Context: an optimization exercise on an open-source flow, tuned for small area, a short achievable clock period and few clock cycles. The choices shown serve that exercise and are no tape-out recipe. The RTL was checked by simulation tests, not by an equivalence proof against the original design.

==> flow/config.mk <==
export PLATFORM = sky130hd
export DESIGN_NAME = go_rainbow
export DESIGN_NICKNAME = go_rainbow
export VERILOG_FILES = /design/flow/design.v
export SDC_FILE = /design/flow/constraint.sdc
export NUM_CORES = 4
export LEC_CHECK = 0
export CAP_MARGIN = 20
export CORE_MARGIN = 2
export CORE_UTILIZATION = 40
export SLEW_MARGIN = 20
==> flow/run.sh <==
#!/bin/bash
# synth_recipe.tcl (not shown) runs the flow's synth.tcl, then flattens the netlist and writes it again
# the make line also repeats each setting of config.mk as NAME=value (left out here)
make -C /OpenROAD-flow-scripts/flow DESIGN_CONFIG=/design/flow/config.mk WORK_HOME=/design/flow/orfs CLKGATE_MAP_FILE= SYNTH_SCRIPT=/design/flow/synth_recipe.tcl finish
==> flow/design.v <==
module gr_hsv2rgb (
    input  wire [7:0]  h,
    input  wire [7:0]  s,
    input  wire [7:0]  v,
    output wire [31:0] rgba
);
    wire [2:0]  guard     = h[7:5];
    wire [7:0]  offset8   = {h[4:0], 3'b000};
    wire [15:0] third_p   = offset8 * 8'd85;
    wire [15:0] twoth_p   = offset8 * 8'd170;
    wire [7:0]  third     = third_p[15:8];
    wire [7:0]  twothirds = twoth_p[15:8];
    reg [7:0] r0, g0, b0;
    always @(*) begin
        case (guard)
            3'd0: begin r0 = 8'd255 - third;     g0 = third;              b0 = 8'd0;               end
            3'd1: begin r0 = 8'd171;             g0 = 8'd85 + third;      b0 = 8'd0;               end
            3'd2: begin r0 = 8'd171 - twothirds; g0 = 8'd170 + third;     b0 = 8'd0;               end
            3'd3: begin r0 = 8'd0;               g0 = 8'd255 - third;     b0 = third;              end
            3'd4: begin r0 = 8'd0;               g0 = 8'd171 - twothirds; b0 = 8'd85 + twothirds;  end
            3'd5: begin r0 = third;              g0 = 8'd0;               b0 = 8'd255 - third;     end
            3'd6: begin r0 = 8'd85 + third;      g0 = 8'd0;               b0 = 8'd171 - third;     end
            default: begin r0 = 8'd170 + third;  g0 = 8'd0;               b0 = 8'd85 - third;      end
        endcase
    end
    wire [7:0] r1, g1, b1;
    gr_sat_chan u_sat_r (.c(r0), .s(s), .y(r1));
    gr_sat_chan u_sat_g (.c(g0), .s(s), .y(g1));
    gr_sat_chan u_sat_b (.c(b0), .s(s), .y(b1));
    wire [7:0] r2, g2, b2;
    gr_val_chan u_val_r (.c(r1), .v(v), .y(r2));
    gr_val_chan u_val_g (.c(g1), .v(v), .y(g2));
    gr_val_chan u_val_b (.c(b1), .v(v), .y(b2));
    assign rgba = {r2, g2, b2, 8'hFF};
endmodule
module gr_sat_chan (
    input  wire [7:0] c,
    input  wire [7:0] s,
    output reg  [7:0] y
);
    wire [15:0] prod = c * s;
    wire [8:0]  sum  = {1'b0, prod[15:8]} + 9'd1 + {1'b0, 8'd255 - s};
    always @(*) begin
        if (s == 8'd255)
            y = c;
        else if (s == 8'd0)
            y = 8'd255;
        else
            y = sum[7:0];
    end
endmodule
module gr_val_chan (
    input  wire [7:0] c,
    input  wire [7:0] v,
    output reg  [7:0] y
);
    wire [15:0] prod = c * v;
    always @(*) begin
        if (v == 8'd255)
            y = c;
        else if (v == 8'd0)
            y = 8'd0;
        else
            y = prod[15:8] + 8'd1;
    end
endmodule
module go_rainbow (
    input  wire        clk,
    input  wire        rst,            
    input  wire        step_valid,
    output wire        step_ready,
    input  wire [31:0] now,
    input  wire [7:0]  sat,
    input  wire [7:0]  val,
    output wire        pincfg_valid,
    output wire        pincfg_pin,     
    input  wire        pin_ack_valid,
    input  wire        pin_ack_ok,
    output reg         hb_en,          
    output reg         hb_level,
    output reg         idle_yield,
    output wire        px_valid,
    output wire [31:0] px_data,
    input  wire        px_ready,
    output reg  [1:0]  fault           
);
    localparam [31:0] HUE_PERIOD   = 32'd40;
    localparam [31:0] HB_PERIOD    = 32'd512;
    localparam [31:0] FRAME_PERIOD = 32'd20;
    localparam [3:0]  NPIX         = 4'd10;
    localparam [7:0]  STEP         = 8'd25;
    localparam [2:0] ST_RESET    = 3'd0,
                     ST_CFG_HB   = 3'd1,
                     ST_CFG_DATA = 3'd2,
                     ST_RUN      = 3'd3,
                     ST_FRAME    = 3'd4,
                     ST_HALT     = 3'd5;
    reg  [2:0]  state;
    reg  [31:0] t0;
    reg  [31:0] last_hue, last_hb, last_frame;
    reg  [7:0]  hue_offset;
    reg         hb_on;
    reg  [3:0]  px_idx;
    reg  [7:0]  px_hue;
    reg  [7:0]  sat_q, val_q;
    assign step_ready   = (state == ST_RESET) || (state == ST_RUN);
    assign pincfg_valid = (state == ST_CFG_HB) || (state == ST_CFG_DATA);
    assign pincfg_pin   = (state == ST_CFG_DATA);
    assign px_valid     = (state == ST_FRAME);
    wire step_fire = step_valid && step_ready;
    wire ack_fire  = pincfg_valid && pin_ack_valid;
    wire px_fire   = px_valid && px_ready;
    wire [31:0] e_hue   = now - last_hue;
    wire [31:0] e_hb    = now - last_hb;
    wire [31:0] e_frame = now - last_frame;
    wire due_hue   = e_hue   >= HUE_PERIOD;
    wire due_hb    = e_hb    >= HB_PERIOD;
    wire due_frame = e_frame >= FRAME_PERIOD;
    wire [31:0] grid_hue   = now - (e_hue   % HUE_PERIOD);
    wire [31:0] grid_hb    = now - (e_hb    % HB_PERIOD);
    wire [31:0] grid_frame = now - (e_frame % FRAME_PERIOD);
    wire [7:0] hue_next = due_hue ? hue_offset + 8'd1 : hue_offset;
    gr_hsv2rgb u_ct (.h(px_hue), .s(sat_q), .v(val_q), .rgba(px_data));
    always @(posedge clk) begin
        if (rst) begin
            state      <= ST_RESET;
            fault      <= 2'd0;
            hb_en      <= 1'b0;
            hb_level   <= 1'b0;
            idle_yield <= 1'b0;
        end else begin
            idle_yield <= 1'b0;
            case (state)
                ST_RESET: begin
                    if (step_fire) begin
                        t0    <= now;
                        state <= ST_CFG_HB;
                    end
                end
                ST_CFG_HB: begin
                    if (ack_fire) begin
                        if (pin_ack_ok) begin
                            state <= ST_CFG_DATA;
                        end else begin
                            fault <= 2'd2;
                            state <= ST_HALT;
                        end
                    end
                end
                ST_CFG_DATA: begin
                    if (ack_fire) begin
                        if (pin_ack_ok) begin
                            hue_offset <= 8'd0;
                            hb_on      <= 1'b0;
                            last_hue   <= t0;
                            last_hb    <= t0;
                            last_frame <= t0;
                            state      <= ST_RUN;
                        end else begin
                            fault <= 2'd2;
                            state <= ST_HALT;
                        end
                    end
                end
                ST_RUN: begin
                    if (step_fire) begin
                        if (due_hue) begin
                            last_hue   <= grid_hue;
                            hue_offset <= hue_next;
                        end
                        if (due_hb) begin
                            last_hb  <= grid_hb;
                            hb_on    <= !hb_on;
                            hb_en    <= 1'b1;
                            hb_level <= !hb_on;
                        end
                        if (due_frame) begin
                            last_frame <= grid_frame;
                            px_idx     <= 4'd0;
                            px_hue     <= hue_next;
                            sat_q      <= sat;
                            val_q      <= val;
                            state      <= ST_FRAME;
                        end
                        if (!due_hue && !due_hb && !due_frame)
                            idle_yield <= 1'b1;
                    end
                end
                ST_FRAME: begin
                    if (px_fire) begin
                        px_idx <= px_idx + 4'd1;
                        px_hue <= px_hue + STEP;
                        if (px_idx == NPIX - 4'd1)
                            state <= ST_RUN;
                    end
                end
                default: ;  
            endcase
        end
    end
endmodule
==> flow/constraint.sdc <==
create_clock -name core_clock -period 24.0 [get_ports {clk}]
set_input_delay 4.8000 -clock core_clock [delete_from_list [all_inputs] [get_ports {clk}]]
set_output_delay 4.8000 -clock core_clock [all_outputs]
set_load 0.01 [all_outputs]
==> flow_metrics.env <==
export IMPL_status="no timing/DRC/antenna violations"
export IMPL_gp_congestion=0.8823
export IMPL_grt_pass1_wl_mm=166.0
export IMPL_required_ns=24.23
export IMPL_holdWs_ns=0.4748
export IMPL_core_mm2=0.09319
export IMPL_crit_path_end_kind="register"
export IMPL_route_vias_total=34090
export IMPL_ys_ff_latch=172
export IMPL_fmax_ghz=0.04437
export IMPL_synth_area_per_cell_um2=7.941
export IMPL_start_kind="input port"
export IMPL_yosysWarnings=4
export IMPL_clock_skew_ns=0.02812
export IMPL_die_h_um=310.2
export IMPL_slew_headroom=0.2234
export IMPL_hold_violations=0
export IMPL_yosysSeqAreaShare=0.1358
export IMPL_cp_depth=85
export IMPL_fin_crit_sh=0.9390
export IMPL_wl_per_cell_um=16.66
export IMPL_ant_nets=0
export IMPL_die_x_um=310.2
export IMPL_area_delta_synth_final_pct=8.809
export IMPL_place_hpwl_mm=78.15
export IMPL_whs_path_depth=2
export IMPL_grt_pass1_vias=32560
export IMPL_cts_sinks=172
export IMPL_drt_pass1_iter_count=5
export IMPL_crit_arrival_ns=22.77
export IMPL_initialDrtViolationCount=2565
export IMPL_crit_type="in2reg"
export IMPL_async_flop_share=0
export IMPL_cp_max_fo=13
export IMPL_finalNetCount=5462
export IMPL_setup_viol=0
export IMPL_cpMaxStageDelayCell="mux4_2"
export IMPL_met1_length_mm=45.30
export IMPL_slew_violations=0
export IMPL_reg2reg_depth=83
export IMPL_numCtsBuffers=17
export IMPL_cts_max_level=4
export IMPL_post_route_min_period_ns=22.54
export IMPL_num_rows=112
export IMPL_die_area_mm2=0.09624
export IMPL_synth_ff_type="edfxtp_1"
export IMPL_hold_path_class="reg2reg"
export IMPL_cts_tree="done"
export IMPL_worst_path_buf_inv=6
export IMPL_finalWirelength_mm=100.8
export IMPL_antenna_found_initial=13
export IMPL_synth_area_leader_cell="ha_1"
export IMPL_clockRootBuffer="clkbuf_16"
export IMPL_synth_top_area_share=0.1358
export IMPL_synth_edf_count=165
export IMPL_start_util=0.4025
export IMPL_final_util=0.4380
export IMPL_io_pins=95
export IMPL_synth_commonest_cells="nand2_1 (543), inv_1 (488), ha_1 (407), nor2_1 (321), o21ai_0 (269)"
export IMPL_max_stage_delay_ns=0.69
export IMPL_io_buffers=85
export IMPL_dr_wl_met2_mm=49.04
export IMPL_syn_cell_area_mm2=0.03751
export IMPL_via_per_inst=5.634
export IMPL_worst_pin_slew_ns=1.165
export IMPL_drive_above_1_share=0.07053
export IMPL_drc_errors=0
export IMPL_syn_inst=4724
export IMPL_synth_cell_type_count=139
export IMPL_grt_max_degree=81
export IMPL_clk_latency_ns=0.51
export IMPL_cp_top_family="compound AO/OA/AOI/OAI gates"
export IMPL_cap_violations=0
export IMPL_track_usage=0.2089
export IMPL_yosysMostFrequentCell="nand2_1"
export IMPL_top_layer="met5"
export IMPL_clk_pin_slew_ns=0.07
export IMPL_synthTopCellsByArea="ha_1 (14%), edfxtp_1 (13%), fa_1 (12%)"
export IMPL_wl_met3_mm=4.755
export IMPL_gr_total_overflow=0
export IMPL_clock_path_buffers=2
-- metal layers --
layer | vias up | global-route usage
met2 | 736 | 0.3653
met4 | 18 | 0.04505
met3 | 114 | 0.03106
met5 | - | 0
li1 | 16840 | -
met1 | 16390 | 0.2715
-- path summary, 6_finish.rpt --
check	startpoint	end	slack, ns
worst max-delay path	now[0]	last_frame[31]	1.46
worst min-delay path	fault[1]	fault[1]	0.47
worst max register to register	last_frame[0]	last_frame[31]	6.12
worst min register to register	fault[1]	fault[1]	0.47
-- kinds of logic (layout without fill, tap and decap cells) --
| kind of cell | after synthesis | in the layout | share of synthesized area |
|---|---|---|---|
| AND/OR/NAND/NOR | 1580 | 1580 | 0.2046 |
| AO/OA/AOI/OAI | 1265 | 1265 | 0.2396 |
| buffers and inverters | 709 | 719 | 0.07628 |
| adder cells (fa/ha/maj) | 638 | 638 | 0.2567 |
| XOR/XNOR | 320 | 320 | 0.07532 |
| flip-flops | 172 | 172 | 0.1358 |
| multiplexers | 38 | 38 | 0.01141 |
| other | 2 | 65 | 0.0002002 |
-- layout by cell type, fill, tap and decap left out, types with 53 or more instances in the layout --
cell / n
ha_1: 407
o21bai_1: 53
conb_1: 60
xor2_1: 88
xnor2_1: 225
nor2_1: 321
nand2_1: 543
a21o_1: 93
fa_1: 222
nor3_1: 118
inv_1: 488
a21oi_1: 246
clkdlybuf4s50_1: 85
buf_4: 107
o21ai_0: 268
edfxtp_1: 165
o21a_1: 63
and2_1: 164
nand4_1: 62
nand3_1: 93
-- cell type report --
cell class                      count  area, µm²
Fill cell                        9398      52370
Multi-Input combinational cell   3901      30030
Sequential cell                   172       5095
Inverter                          494       1854
Timing Repair Buffer              193       1674
Tap cell                         1254       1569
Clock buffer                       18      429.2
Clock inverter                     14      152.6
Antenna cell                        5      12.51
-- metrics by stage --
| step | setup TNS [ns] | setup WS (ns) | instances | cell area, µm² |
|---|---|---|---|---|
| 2_1_floorplan | 0 | 3.389 | 4782 | 37730 |
| 3_3_place_gp | 0 | 0.9119 | 6001 | 39880 |
| 3_5_place_dp | 0 | 0.8779 | 6001 | 39880 |
| 4_1_cts | 0 | 1.314 | 6033 | 40460 |
| 5_1_grt | -0.05623 | -0.05201 | 6047 | 40810 |
| 6_report | 0 | 1.463 | 6051 | 40820 |
-- registers in the layout (all words and copies together) (netlist names) --
name        flops
last_frame     32
state           3
idle_yield      1
last_hue       32
last_hb        32
hb_en           1
hb_on           1
fault           1
val_q           8
hue_offset      8
sat_q           8
hb_level        1
t0             32
px_hue          8
px_idx          4
-- tightest hold or removal path, delay by kind of cell (launching register included) --
family | cells | cell delay (ns)
flip-flops | 1 | 0.33
AND/OR/NAND/NOR | 1 | 0.07
AO/OA/AOI/OAI | 1 | 0.04
-- timing repair --
item | CTS | global route
resized for setup | 0 | 34
hold buffers | 0 | 0
setup endpoints to repair | 0 | 6
buffers inserted | 0 | 13
Testbench counts, summed over its fixed seeds: cycles 44,868.

re-timing with driven ports:
How much do the figures lean on ideal ports? The routed layout below was timed once more, with nothing changed but the port constraints. Step 1: set_driving_cell puts a clkbuf_16 on clk and a buf_2 on each other input, an assumption about the parent block. Step 2, shift: input delay + t, output delay - t, t = (earliest + latest rising clock arrival at the registers) / 2. This alone moves slack from input paths to output paths. Slacks: ideal / step 1 / step 2; pairs: ideal / step 1.
t, ns: 0.555
slack for setup (ns): 1.463 / 1.436 / 0.881
clock arrival spread, ns: 0.028 / 0.028
After both steps this run still meets setup and hold. The setup slack of this run moves by -0.027 ns with the drivers and by -0.582 ns with both steps.
